Source: an optimization exercise on an open RTL-to-GDS flow (aim: small area). Production flows keep margins and buffers that such runs may drop. The RTL was checked by simulation tests, not by an equivalence proof against the original design. Power is estimated from default activity; no workload was simulated.

<file path="flow/run.sh">
#!/bin/bash
# synth_recipe.tcl (not shown) runs the flow's synth.tcl, then flattens the netlist and writes it again
# the make line also repeats each setting of config.mk as NAME=value (left out here)
make -C /OpenROAD-flow-scripts/flow DESIGN_CONFIG=/design/flow/config.mk WORK_HOME=/design/flow/orfs CLKGATE_MAP_FILE= SYNTH_SCRIPT=/design/flow/synth_recipe.tcl finish
</file>
<file path="flow/config.mk">
export PLATFORM = sky130hd
export DESIGN_NAME = qsub_extractor
export DESIGN_NICKNAME = qsub_extractor
export VERILOG_FILES = /design/flow/design.v
export SDC_FILE = /design/flow/constraint.sdc
export NUM_CORES = 4
export LEC_CHECK = 0
export CAP_MARGIN = 20
export CORE_MARGIN = 2
export CORE_UTILIZATION = 30
export PLACE_DENSITY = 0.5
export SLEW_MARGIN = 20
</file>
<file path="flow/constraint.sdc">
create_clock -name core_clock -period 15.0 [get_ports {clk}]
set_input_delay 3.0000 -clock core_clock [delete_from_list [all_inputs] [get_ports {clk}]]
set_output_delay 3.0000 -clock core_clock [all_outputs]
set_load 0.01 [all_outputs]
</file>
<file path="flow/design.v">
module qsub_extractor (
    input  wire         clk,
    input  wire         rst,
    input  wire         cmd_valid,
    input  wire [31:0]  cmd,
    output wire [31:0]  status,
    output wire [31:0]  res,
    output wire [103:0] rstr,
    output wire [31:0]  finfo,
    output wire [31:0]  fcmd
);
    localparam [3:0] C_ILLEGAL = 4'd1, C_LENGTH = 4'd2, C_NOFRAME = 4'd3,
                     C_VIEW    = 4'd4, C_WIDTH  = 4'd5, C_OFFSET  = 4'd6,
                     C_END     = 4'd7, C_BCD    = 4'd8, C_CHARSET = 4'd9;
    localparam [1:0] K_NONE = 2'd0, K_INT = 2'd1, K_BOOL = 2'd2, K_STR = 2'd3;
    localparam [7:0] OP_SYM_BIT    = 8'h10, OP_SYM_TEST   = 8'h11, OP_SYM_PLANES = 8'h12,
                     OP_DEC_BCD2   = 8'h20, OP_DEC_DIGIT  = 8'h21, OP_DEC_SIX    = 8'h22,
                     OP_LD_BEGIN   = 8'h30, OP_LD_SYM     = 8'h31, OP_LD_COMMIT  = 8'h32,
                     OP_FR_EXTRACT = 8'h40, OP_FR_PEXTRACT= 8'h41, OP_FR_CONTROL = 8'h42,
                     OP_FR_ADDRESS = 8'h43, OP_FR_CRC     = 8'h44,
                     OP_VIEW_M1    = 8'h51, OP_VIEW_M2    = 8'h52, OP_VIEW_M3    = 8'h53,
                     OP_M1_TNO     = 8'h60, OP_M1_POINT   = 8'h61, OP_M1_MIN     = 8'h62,
                     OP_M1_SEC     = 8'h63, OP_M1_FRAME   = 8'h64, OP_M1_AMIN    = 8'h65,
                     OP_M1_ASEC    = 8'h66, OP_M1_AFRAME  = 8'h67,
                     OP_M2_CATALOG = 8'h70,
                     OP_M3_COUNTRY = 8'h80, OP_M3_OWNER   = 8'h81, OP_M3_YEAR    = 8'h82,
                     OP_M3_SERIAL  = 8'h83, OP_M3_ISRC    = 8'h84;
    reg  [95:0]  qf;         
    reg          fv;
    reg  [95:0]  stq;        
    reg  [6:0]   symcnt;
    reg  [1:0]   view;
    reg  [1:0]   rkind;
    reg  [31:0]  res_q;
    reg  [3:0]   rlen;
    reg  [103:0] rstr_q;
    reg          fault;
    reg  [3:0]   fcause;
    reg  [31:0]  finfo_q;
    reg  [31:0]  fcmd_q;
    assign status = {9'b0, symcnt, fcause, rlen, 2'b0, rkind, view, fv, fault};
    assign res    = res_q;
    assign rstr   = rstr_q;
    assign finfo  = finfo_q;
    assign fcmd   = fcmd_q;
    wire [7:0] op     = cmd[31:24];
    wire [7:0] byte_v = cmd[7:0];
    wire [2:0] plane  = cmd[10:8];
    wire [5:0] imm6   = cmd[5:0];
    wire [3:0] imm4   = cmd[3:0];
    wire [5:0] width  = cmd[13:8];
    wire [6:0] offset = cmd[6:0];
    wire [71:0] pv = qf[87:16];
    reg        known;
    reg [31:0] rmask;
    always @* begin
        known = 1'b1;
        case (op)
            OP_SYM_BIT, OP_SYM_TEST:                  rmask = 32'h00FFF800;
            OP_SYM_PLANES, OP_DEC_BCD2, OP_LD_SYM:    rmask = 32'h00FFFF00;
            OP_DEC_SIX:                               rmask = 32'h00FFFFC0;
            OP_DEC_DIGIT:                             rmask = 32'h00FFFFF0;
            OP_FR_EXTRACT, OP_FR_PEXTRACT:            rmask = 32'h00FFC080;
            OP_LD_BEGIN, OP_LD_COMMIT, OP_FR_CONTROL, OP_FR_ADDRESS, OP_FR_CRC,
            OP_VIEW_M1, OP_VIEW_M2, OP_VIEW_M3,
            OP_M1_TNO, OP_M1_POINT, OP_M1_MIN, OP_M1_SEC, OP_M1_FRAME,
            OP_M1_AMIN, OP_M1_ASEC, OP_M1_AFRAME, OP_M2_CATALOG,
            OP_M3_COUNTRY, OP_M3_OWNER, OP_M3_YEAR, OP_M3_SERIAL, OP_M3_ISRC:
                                                      rmask = 32'h00FFFFFF;
            default: begin
                known = 1'b0;
                rmask = 32'h0;
            end
        endcase
    end
    wire illegal = !known || ((cmd & rmask) != 32'h0);
    wire        is_pext  = (op == OP_FR_PEXTRACT);
    wire [7:0]  lim      = is_pext ? 8'd71 : 8'd95;
    wire [7:0]  last_bit = {1'b0, offset} + {2'b0, width} - 8'd1;
    wire        w_bad    = (width > 6'd32);
    wire        o_bad    = ({1'b0, offset} > lim);
    wire        e_bad    = ((offset == 7'd0) && (width == 6'd0)) || (last_bit > lim);
    wire [7:0]  frm_off  = is_pext ? ({1'b0, offset} + 8'd8) : {1'b0, offset};
    wire [7:0]  shamt    = 8'd96 - frm_off - {2'b0, width};
    wire [95:0] shifted  = qf >> shamt;
    wire [32:0] wmask    = (33'd1 << width) - 33'd1;
    wire [31:0] ext_val  = shifted[31:0] & wmask[31:0];
    reg  [6:0] m1_off;
    always @* begin
        case (op)
            OP_M1_TNO:    m1_off = 7'd0;
            OP_M1_POINT:  m1_off = 7'd8;
            OP_M1_MIN:    m1_off = 7'd16;
            OP_M1_SEC:    m1_off = 7'd24;
            OP_M1_FRAME:  m1_off = 7'd32;
            OP_M1_AMIN:   m1_off = 7'd48;
            OP_M1_ASEC:   m1_off = 7'd56;
            default:      m1_off = 7'd64;
        endcase
    end
    wire [7:0] m1_byte = pv[7'd71 - m1_off -: 8];
    wire       is_dec_bcd = (op == OP_DEC_BCD2);
    wire [7:0] bcd_in     = is_dec_bcd ? byte_v : m1_byte;
    wire       bcd_bad    = (bcd_in[7:4] > 4'd9) || (bcd_in[3:0] > 4'd9);
    wire [6:0] bcd_val    = {3'b0, bcd_in[7:4]} * 7'd10 + {3'b0, bcd_in[3:0]};
    wire [7:0] bcd_site   = is_dec_bcd ? 8'hFF : {1'b0, m1_off};
    reg  [103:0] m2_str;
    reg          m2_bad;
    reg  [31:0]  m2_info;
    integer k;
    reg [7:0] site2;
    always @* begin
        m2_str  = 104'h0;
        m2_bad  = 1'b0;
        m2_info = 32'h0;
        site2   = 8'h0;
        for (k = 0; k < 13; k = k + 1) begin
            m2_str[8*k +: 8] = {4'h3, pv[71 - 4*k -: 4]};
            if (!m2_bad && (pv[71 - 4*k -: 4] > 4'd9)) begin
                m2_bad  = 1'b1;
                site2   = 4*k;
                m2_info = {16'h0, site2, 4'h0, pv[71 - 4*k -: 4]};
            end
        end
    end
    reg [7:0]  m3_char [0:11];
    reg [11:0] m3_fbad;
    reg [31:0] m3_finfo [0:11];
    reg [5:0]  sv;
    reg [3:0]  dv;
    reg [7:0]  site3;
    integer j;
    always @* begin
        site3 = 8'h0;
        for (j = 0; j < 5; j = j + 1) begin
            sv = pv[71 - 6*j -: 6];
            m3_char[j]  = {2'b00, sv} + 8'h30;
            m3_fbad[j]  = !((sv <= 6'd9) || ((sv >= 6'd17) && (sv <= 6'd42)));
            site3       = 6*j;
            m3_finfo[j] = {16'h0, site3, 2'b00, sv};
        end
        for (j = 5; j < 12; j = j + 1) begin
            dv = pv[71 - (32 + 4*(j-5)) -: 4];
            m3_char[j]  = {4'h3, dv};
            m3_fbad[j]  = (dv > 4'd9);
            site3       = 32 + 4*(j-5);
            m3_finfo[j] = {16'h0, site3, 4'h0, dv};
        end
    end
    reg [3:0] m3_first, m3_last;
    always @* begin
        case (op)
            OP_M3_COUNTRY: begin m3_first = 4'd0; m3_last = 4'd1;  end
            OP_M3_OWNER:   begin m3_first = 4'd2; m3_last = 4'd4;  end
            OP_M3_YEAR:    begin m3_first = 4'd5; m3_last = 4'd6;  end
            OP_M3_SERIAL:  begin m3_first = 4'd7; m3_last = 4'd11; end
            default:       begin m3_first = 4'd0; m3_last = 4'd11; end
        endcase
    end
    reg  [103:0] m3_str;
    reg  [3:0]   m3_len;
    reg          m3_bad;
    reg  [31:0]  m3_info;
    reg  [3:0]   pos;
    integer      f;
    always @* begin
        m3_str  = 104'h0;
        m3_len  = 4'd0;
        m3_bad  = 1'b0;
        m3_info = 32'h0;
        pos     = 4'd0;
        for (f = 0; f < 12; f = f + 1) begin
            if ((f[3:0] >= m3_first) && (f[3:0] <= m3_last)) begin
                m3_str[8*pos +: 8] = m3_char[f];
                pos = pos + 4'd1;
                if (!m3_bad && m3_fbad[f]) begin
                    m3_bad  = 1'b1;
                    m3_info = m3_finfo[f];
                end
            end
        end
        m3_len = pos;
    end
    reg [63:0] pl_str;
    reg [3:0]  pl_len;
    integer c;
    always @* begin
        pl_str = 64'h0;
        pl_len = 4'd0;
        for (c = 0; c < 8; c = c + 1) begin
            if (byte_v[7 - c]) begin
                pl_str[8*pl_len +: 8] = 8'h50 + c[7:0];
                pl_len = pl_len + 4'd1;
            end
        end
    end
    wire six_bad = !((imm6 <= 6'd9) || ((imm6 >= 6'd17) && (imm6 <= 6'd42)));
    reg          x_fault;
    reg  [3:0]   x_cause;
    reg  [31:0]  x_info;
    reg  [1:0]   x_kind;
    reg  [31:0]  x_res;
    reg  [3:0]   x_len;
    reg  [103:0] x_str;
    reg          x_begin, x_sym, x_commit, x_setview;
    reg  [1:0]   x_view;
    wire        addr_known = (qf[91:90] == 2'b00);       
    wire [2:0]  addr_enum  = addr_known ? {1'b0, qf[89:88]} : 3'd4;
    always @* begin
        x_fault   = 1'b0;
        x_cause   = 4'd0;
        x_info    = 32'h0;
        x_kind    = K_NONE;
        x_res     = 32'h0;
        x_len     = 4'd0;
        x_str     = 104'h0;
        x_begin   = 1'b0;
        x_sym     = 1'b0;
        x_commit  = 1'b0;
        x_setview = 1'b0;
        x_view    = 2'd0;
        if (illegal) begin
            x_fault = 1'b1;
            x_cause = C_ILLEGAL;
        end else begin
            case (op)
                OP_SYM_BIT: begin
                    x_kind = K_INT;
                    x_res  = {31'h0, byte_v[3'd7 - plane]};
                end
                OP_SYM_TEST: begin
                    x_kind = K_BOOL;
                    x_res  = {31'h0, byte_v[3'd7 - plane]};
                end
                OP_SYM_PLANES: begin
                    x_kind = K_STR;
                    x_len  = pl_len;
                    x_str  = {40'h0, pl_str};
                end
                OP_DEC_BCD2: begin
                    if (bcd_bad) begin
                        x_fault = 1'b1;
                        x_cause = C_BCD;
                        x_info  = {16'h0, bcd_site, bcd_in};
                    end else begin
                        x_kind = K_INT;
                        x_res  = {25'h0, bcd_val};
                    end
                end
                OP_DEC_DIGIT: begin
                    if (imm4 > 4'd9) begin
                        x_fault = 1'b1;
                        x_cause = C_BCD;
                        x_info  = {16'h0, 8'hFF, 4'h0, imm4};
                    end else begin
                        x_kind = K_STR;
                        x_len  = 4'd1;
                        x_str  = {96'h0, 4'h3, imm4};
                    end
                end
                OP_DEC_SIX: begin
                    if (six_bad) begin
                        x_fault = 1'b1;
                        x_cause = C_CHARSET;
                        x_info  = {16'h0, 8'hFF, 2'b00, imm6};
                    end else begin
                        x_kind = K_STR;
                        x_len  = 4'd1;
                        x_str  = {96'h0, {2'b00, imm6} + 8'h30};
                    end
                end
                OP_LD_BEGIN: begin
                    x_begin = 1'b1;
                end
                OP_LD_SYM: begin
                    x_sym = 1'b1;
                end
                OP_LD_COMMIT: begin
                    if (symcnt != 7'd96) begin
                        x_fault = 1'b1;
                        x_cause = C_LENGTH;
                        x_info  = {25'h0, symcnt};
                    end else begin
                        x_commit = 1'b1;
                    end
                end
                OP_FR_EXTRACT, OP_FR_PEXTRACT: begin
                    if (!fv) begin
                        x_fault = 1'b1;
                        x_cause = C_NOFRAME;
                    end else if (w_bad || o_bad || e_bad) begin
                        x_fault = 1'b1;
                        x_cause = w_bad ? C_WIDTH : (o_bad ? C_OFFSET : C_END);
                        x_info  = {18'h0, width, 1'b0, offset};
                    end else begin
                        x_kind = K_INT;
                        x_res  = ext_val;
                    end
                end
                OP_FR_CONTROL, OP_FR_ADDRESS, OP_FR_CRC: begin
                    if (!fv) begin
                        x_fault = 1'b1;
                        x_cause = C_NOFRAME;
                    end else begin
                        x_kind = K_INT;
                        case (op)
                            OP_FR_CONTROL: x_res = {28'h0, qf[95:92]};
                            OP_FR_ADDRESS: x_res = {29'h0, addr_enum};
                            default:       x_res = {16'h0, qf[15:0]};
                        endcase
                    end
                end
                OP_VIEW_M1, OP_VIEW_M2, OP_VIEW_M3: begin
                    if (!fv) begin
                        x_fault = 1'b1;
                        x_cause = C_NOFRAME;
                    end else begin
                        x_kind = K_BOOL;
                        if (addr_enum == {1'b0, op[1:0]}) begin
                            x_res     = 32'h1;
                            x_setview = 1'b1;
                            x_view    = op[1:0];
                        end
                    end
                end
                OP_M1_TNO, OP_M1_POINT, OP_M1_MIN, OP_M1_SEC,
                OP_M1_FRAME, OP_M1_AMIN, OP_M1_ASEC, OP_M1_AFRAME: begin
                    if (!fv) begin
                        x_fault = 1'b1;
                        x_cause = C_NOFRAME;
                    end else if (view != 2'd1) begin
                        x_fault = 1'b1;
                        x_cause = C_VIEW;
                        x_info  = {16'h0, 8'd1, 6'h0, view};
                    end else if (bcd_bad) begin
                        x_fault = 1'b1;
                        x_cause = C_BCD;
                        x_info  = {16'h0, bcd_site, bcd_in};
                    end else begin
                        x_kind = K_INT;
                        x_res  = {25'h0, bcd_val};
                    end
                end
                OP_M2_CATALOG: begin
                    if (!fv) begin
                        x_fault = 1'b1;
                        x_cause = C_NOFRAME;
                    end else if (view != 2'd2) begin
                        x_fault = 1'b1;
                        x_cause = C_VIEW;
                        x_info  = {16'h0, 8'd2, 6'h0, view};
                    end else if (m2_bad) begin
                        x_fault = 1'b1;
                        x_cause = C_BCD;
                        x_info  = m2_info;
                    end else begin
                        x_kind = K_STR;
                        x_len  = 4'd13;
                        x_str  = m2_str;
                    end
                end
                default: begin  
                    if (!fv) begin
                        x_fault = 1'b1;
                        x_cause = C_NOFRAME;
                    end else if (view != 2'd3) begin
                        x_fault = 1'b1;
                        x_cause = C_VIEW;
                        x_info  = {16'h0, 8'd3, 6'h0, view};
                    end else if (m3_bad) begin
                        x_fault = 1'b1;
                        x_cause = (m3_info[15:8] < 8'd32) ? C_CHARSET : C_BCD;
                        x_info  = m3_info;
                    end else begin
                        x_kind = K_STR;
                        x_len  = m3_len;
                        x_str  = m3_str;
                    end
                end
            endcase
        end
    end
    always @(posedge clk) begin
        if (rst) begin
            qf      <= 96'h0;
            fv      <= 1'b0;
            stq     <= 96'h0;
            symcnt  <= 7'd0;
            view    <= 2'd0;
            rkind   <= K_NONE;
            res_q   <= 32'h0;
            rlen    <= 4'd0;
            rstr_q  <= 104'h0;
            fault   <= 1'b0;
            fcause  <= 4'd0;
            finfo_q <= 32'h0;
            fcmd_q  <= 32'h0;
        end else if (cmd_valid && !fault) begin
            if (x_fault) begin
                fault   <= 1'b1;
                fcause  <= x_cause;
                finfo_q <= x_info;
                fcmd_q  <= cmd;
            end else begin
                rkind  <= x_kind;
                res_q  <= x_res;
                rlen   <= x_len;
                rstr_q <= x_str;
                if (x_begin) begin
                    symcnt <= 7'd0;
                    stq    <= 96'h0;
                end
                if (x_sym) begin
                    if (symcnt < 7'd96)
                        stq[7'd95 - symcnt] <= byte_v[6];
                    if (symcnt != 7'd127)
                        symcnt <= symcnt + 7'd1;
                end
                if (x_commit) begin
                    qf     <= stq;
                    fv     <= 1'b1;
                    view   <= 2'd0;
                    symcnt <= 7'd0;
                end
                if (x_setview)
                    view <= x_view;
            end
        end
    end
endmodule
</file>
==> results_dict.tcl <==
set metrics [dict create \
    outcome "complete, no violations" \
    busiest_layer "met2" \
    dieArea_um2 137600 \
    fp.dieW_um 371.0 \
    cts_buffers 51 \
    synth_cells 5750 \
    skew_ps 31.90 \
    drtIter0Drc 8110 \
    routed_wl_um 269400 \
    slowest_stage "nor4b_1" \
    dr.pass1.iters 6 \
    post_cts_buffers 0 \
    drv_cap 0 \
    start_kind "input pin" \
    slew_headroom_pct 14.02 \
    core_um2 133600 \
    cp_max_fo 14 \
    pre_cts_slack_ps 990.8 \
    powerDensity_nw_per_um2 82.19 \
    track_usage_pct 37.68 \
    cts_sinks 384 \
    slew_viol_final 0 \
    area_growth_pct 14.95 \
    fin_util_pct 34.76 \
    netlist_area_um2 40400 \
    rsz0062_at_grt "false" \
    fin_ws_ps 1099 \
    antenna_found_initial 18 \
    cts_root_buffer "clkbuf_16" \
    tightest_slew_ps 1290 \
    clk-insertion-delay-late_ps 710 \
    vias_per_cell 6.639 \
    fill_cells 14434 \
    rrSetupSlack_ps 7470 \
    fin_crit_sh_pct 92.68 \
    fin_tns_setup_ps 0 \
    place_congestion 1.090 \
    r2r_cells 15 \
    placed_area_um2 44630 \
    synth-edff-count 0 \
    yosys.area.top_type "dfxtp_1" \
    worstHoldPathCells 2 \
    post-synth-top-count-cell "nand2_1" \
    hold_violations 0 \
    layoutNonFillerInstCount 7556 \
    numPortBuffers 226 \
    p_leak_nw 16.23 \
    synth_area_leaders "dfxtp_1 19%, nand2_1 7.9%, a21oi_1 7.5%" \
    async_reset_ff_share_pct 0 \
    grt_pass1_wl_um 370800 \
    irDropWorstVdd_uv 88.87 \
    use_met2_pct 53.01 \
    globalRoute.totalOverflow 0 \
    h-tree-depth 2 \
    fmax_ghz 0.07194 \
    synth_seq_area_share_pct 19.03 \
    hold_slack_ps 447.6 \
    row_count 134 \
    path_common_cell "ha_1" \
    met1_usage_pct 51.76 \
    cp.arrival_ps 14440 \
    final_cell_area_um2 46450 \
    fin_nets 5894 \
    avgSynthCellArea_um2 7.027 \
    critPathCaptureType "flip-flop" \
    ios 267 \
    synthTopCellsByCount "848 x nand2_1, 602 x a21oi_1, 435 x nor2_1, 418 x clkbuf_1, 405 x o21ai_0" \
    critPathMaxStageDelay_ps 1080 \
    cts_max_path_buffers 3 \
    dp_hpwl_um 204000 \
    synth.ff_latch_count 384 \
    crit_required_ps 15540 \
    clk_pin_slew_ps 60 \
    fin_total_pwr_mw 3.818 \
    yosys_warnings 3 \
    num_vias 50163 \
    cts_tree "built" \
    antenna_left 0 \
    cts-resized-gates 0 \
    dpl.cell_count 7452 \
    die_y_um 371.0 \
    routedWlPerCell_um 35.65 \
    hp-class "reg2reg" \
    grt_pass1_vias 45473 \
    drc 0 \
    postCtsHoldBufs 0 \
    setup_viol 0 \
    post_route_cells_drive_above_1_share_pct 10.17 \
    min_period_ps 13900 \
    synth_top_cell_area_share_pct 19.03 \
    synth_flop_cell "dfxtp_1" \
    synth_cell_type_count 110 \
    met3_usage_pct 11.50 \
    grt_max_degree 131 \
    start_util_pct 30.24 \
    crit_type "in2reg" \
]
==> layout make-up <==
type                       instances  area, um^2  area share, %
clock buffer                      70        1448          3.117
antenna                            5       12.51        0.02694
clock inverter                    26       312.8         0.6735
timing repair buffer             451        3964          8.534
tap                             1768        2212          4.763
sequential                       384        7689          16.55
multi-input combinational       4697       30230          65.08
inverter                         155       581.8          1.253
==> power breakdown <==
group,switching [mW],internal (mW),leakage [nW]
clock,0.584,0.737,0.842
combinational,1.03,0.436,12.3
sequential,0.00378,1.03,3.10
total,1.62,2.20,16.2
==> sequential cells by signal (all words and copies together) (netlist names), 4 cells and up <==
signal   count
stq         96
res_q       32
finfo_q     16
qf          96
symcnt       7
fcmd_q      32
fcause       4
rstr_q      91
rlen         4
==> metal layers <==
metal / part of all wire, % / vias up
li1: - / 21395
met3: 13 / 699
met1: 42 / 24490
met2: 40 / 3567
met5: 0.028 / -
met4: 5.9 / 12
==> final timing paths <==
check            from         end
max           cmd[30]  rstr_q[29]
min          res_q[6]    res_q[6]
max reg2reg    qf[68]     stq[25]
min reg2reg  res_q[6]    res_q[6]
==> critical path, delay by kind of cell <==
family / cells / cell delay (ps)
AND/OR/NAND/NOR: 13 / 3660
adder cells (fa/ha/maj): 9 / 3280
AO/OA/AOI/OAI: 11 / 3110
buffers and inverters: 4 / 1060
XOR/XNOR: 1 / 170
multiplexers: 1 / 150
==> cell usage in the layout (no fill, tap or decap), types with 45 or more instances in the layout <==
cell type,instances
nand2_1,846
inv_1,145
a21oi_1,599
nand3_1,182
buf_4,221
o31ai_1,45
o22ai_1,72
and3_1,53
nor3_1,145
clkbuf_16,51
clkdlybuf4s50_1,224
nor2_1,430
a22oi_1,70
mux4_2,85
o21ai_0,405
nand4_1,70
a31oi_1,98
o211ai_1,113
or3_1,54
dfxtp_1,383
mux2i_1,182
ha_1,111
xnor2_1,45
nor4_1,55
a211oi_1,85
mux2_2,76
==> kinds of logic (layout without fill, tap and decap cells) <==
kind of cell,Yosys count,after routing,share of synthesized area [%]
AOI/OAI and AO/OA,1988,1988,31.78
xor gates and xnor gates,83,83,2.189
adders and majority gates,120,120,3.803
buffers and inverters,708,702,7.194
DFF,384,384,19.03
muxes,344,344,11.40
other,2,46,0.01859
and+or+nand+nor,2121,2121,24.59

[static timing again, ports no longer ideal]
In the flow no input, the clock included, has a driving cell. The finished layout below was timed again as built, in two steps.
Step 1 assumes that a clkbuf_16 drives the clock port and a buf_2 every other input.
Step 2 times the ports against the registers' clock, not the clock port: input delays grow and output delays shrink by t, the midpoint of the rising clock arrivals with the driver on.
Slacks: ideal / step 1 / step 2; pairs: ideal / step 1.
t (ns): 0.776
slack for setup (ns): 1.099 / 1.150 / 0.375
worst setup path at the end: input to register
clock arrival spread, ns: 0.034 / 0.035
worst register clock-pin slew, ns: 0.07 / 0.07
After both steps this run still meets setup and hold. The setup slack of this run moves by +0.051 ns with the drivers and by -0.724 ns with both steps.
